This design comes from an exercise in tuning for small area on the open sky130 flow, not from production work.

== delta ==
==> flow/design.v <==
module ircore_tx (
    input  wire        clk,
    input  wire        rst,             
    input  wire        enq_valid,       
    input  wire        enq_rc6,         
    input  wire [2:0]  enq_mode,        
    input  wire [7:0]  enq_a,           
    input  wire [7:0]  enq_b,           
    output wire        enq_ready,       
    output wire        tx,              
    output wire        tx_idle          
);
    reg  [19:0] q [0:8];
    wire [8:0]  v;              
    wire [8:0]  fr;             
    wire [8:0]  ld;             
    wire [8:0]  kp;             
    wire        pop;            
    genvar gi;
    generate
        for (gi = 0; gi < 9; gi = gi + 1) begin : g_v
            assign v[gi] = q[gi][19] | q[gi][16];
        end
    endgenerate
    assign fr[8] = ~v[8] | pop;
    assign kp[8] = ~pop & ~rst;
    generate
        for (gi = 0; gi < 8; gi = gi + 1) begin : g_fr
            assign fr[gi] = ~v[gi] | fr[gi + 1];
            assign kp[gi] = ~fr[gi + 1] & ~rst;
        end
    endgenerate
    assign ld = fr & {9{~rst}};
    assign enq_ready = fr[0];
    assign tx_idle   = ~|v;
    wire [19:0] in = {enq_rc6, enq_mode[2:1], ~enq_rc6 | enq_mode[0], enq_a, enq_b};
    always @(posedge clk) begin
        q[0] <= ({20{ld[0] & enq_valid}} & in) | ({20{kp[0]}} & q[0]);
    end
    generate
        for (gi = 1; gi < 9; gi = gi + 1) begin : g_q
            always @(posedge clk) begin
                q[gi] <= ({20{ld[gi]}} & q[gi - 1]) | ({20{kp[gi]}} & q[gi]);
            end
        end
    endgenerate
    wire [19:0] hd  = q[8];
    wire        rc6 = hd[19];
    wire ini = fr[8];
    reg [5:0]  n;               
    reg [1:0]  c;               
    reg [10:0] pre;             
    reg        tg;              
    wire tick = (pre == {5'b00001, rc6, 5'b00110});
    wire [7:0] src = n[4] ? hd[7:0] : hd[15:8];
    wire       sb  = src[~n[2:0]];
    wire [3:0] mt  = {tg, hd[16], hd[17], hd[18]};
    wire       b   = rc6 ? ((n[4:3] == 2'b00) ? (n[2] ? mt[n[1:0]] : 1'b1) : sb)
                         : sb ^ n[3];
    wire       w2  = (n[4:3] == 2'b00) & (n[2] | (n[1] ^ n[0]));
    wire lvl = rc6 ? ((n[4:0] == 5'd1) | (~(n[4] & n[3]) & (b ^ (w2 ? c[1] : c[0]))))
                   : ((n[5] & n[4]) ? ~(n[2] & n[1]) : (c == 2'd0));
    wire cl   = rc6 ? w2 : (n[5] | b);
    wire send = c[0] & (c[1] == cl);
    assign pop = rc6 ? (tick & n[4] & n[3] & n[1] & c[0]) : (n[5] & ~n[4] & c[0]);
    assign tx  = v[8] & lvl;
    always @(posedge clk) begin
        pre <= (ini | tick) ? 11'b01011011001 : {pre[9:0], pre[10] ^ pre[1]};
        if (ini) begin
            n <= q[7][19] ? 6'd1 : 6'd58;
            c <= 2'd0;
        end else if (tick) begin
            if (send) begin
                n <= n + 6'd1;
                c <= 2'd0;
            end else begin
                c <= c + 2'd1;
            end
        end
    end
    always @(posedge clk) begin
        if (rst)
            tg <= 1'b0;
        else if (pop & rc6)
            tg <= ~tg;
    end
endmodule
export LEC_CHECK = 0
export CAP_MARGIN = 0
export CORE_MARGIN = 2
export CORE_UTILIZATION = 40
export SLEW_MARGIN = 0
create_clock -name core_clock -period 10.0 [get_ports {clk}]
standard.sh (not shown) runs the stock make flow with config.mk's settings and CLKGATE_MAP_FILE= SYNTH_SCRIPT=/design/flow/synth_recipe.tcl, a recipe that flattens the netlist after the stock synthesis.
==> flow/flow/run.sh <==
#!/bin/bash
# The standard layout (standard.sh), with smaller port buffers and a clock
# tree built without dummy balancing loads.
set -euo pipefail
export BUFFER_PORTS_ARGS="-buffer_cell sky130_fd_sc_hd__buf_1"
export CTS_ARGS="-sink_clustering_enable -repair_clock_nets -buf_list sky130_fd_sc_hd__clkbuf_8 -root_buf sky130_fd_sc_hd__clkbuf_4 -sink_clustering_size 21 -sink_clustering_max_diameter 90 -dont_use_dummy_load"
bash standard.sh > standard.log 2>&1
Inputs modified between delta and gamma:
- swapping 40 for 70 in CORE_UTILIZATION
==> flow/flow/run.sh <==
#!/bin/bash
# The standard layout (standard.sh), with smaller port buffers and a clock
# tree built without dummy balancing loads.
set -euo pipefail
export BUFFER_PORTS_ARGS="-buffer_cell sky130_fd_sc_hd__buf_1"
export CTS_ARGS="-sink_clustering_enable -repair_clock_nets -buf_list sky130_fd_sc_hd__clkbuf_8 -root_buf sky130_fd_sc_hd__clkbuf_4 -sink_clustering_size 21 -sink_clustering_max_diameter 60 -dont_use_dummy_load"
bash standard.sh > standard.log 2>&1
- gamma ran to completion and came out clean on the timing, DRC and antenna checks.
- Between gamma and delta, the difference in area occupied by multi-input gates is negligible.
- Compared with delta, gamma shows a core utilization that is 33 points higher.
- Re die outline area: gamma and delta aren't equal, and the lower value belongs to gamma.
No run of this note included a check of the RTL's function; only the layout flow was run.

[static timing again, ports no longer ideal]
The flow's constraints put no driver on any port. The routed layouts listed below were extracted and timed again, unchanged, in two steps. Step 1 assumes that a clkbuf_16 drives the clock port and a buf_2 every other input. Step 2 also shifts input and output timing later by t, the mid clock arrival at the registers, as if the neighbouring blocks saw the same clock. Slacks: no drivers / after step 1 / after step 2; pairs: no drivers / after step 1.
run	t, ns	setup slack, ns	worst setup path at the end	slew at the worst register clock pin (ns)	pins driven straight from the clock port
delta	0.613	5.130 / 5.095 / 5.690	input to register	0.10 / 0.10	1
gamma	0.588	5.142 / 5.107 / 5.695	register to output	0.12 / 0.12	1
After both steps setup and hold are still met in every run listed.
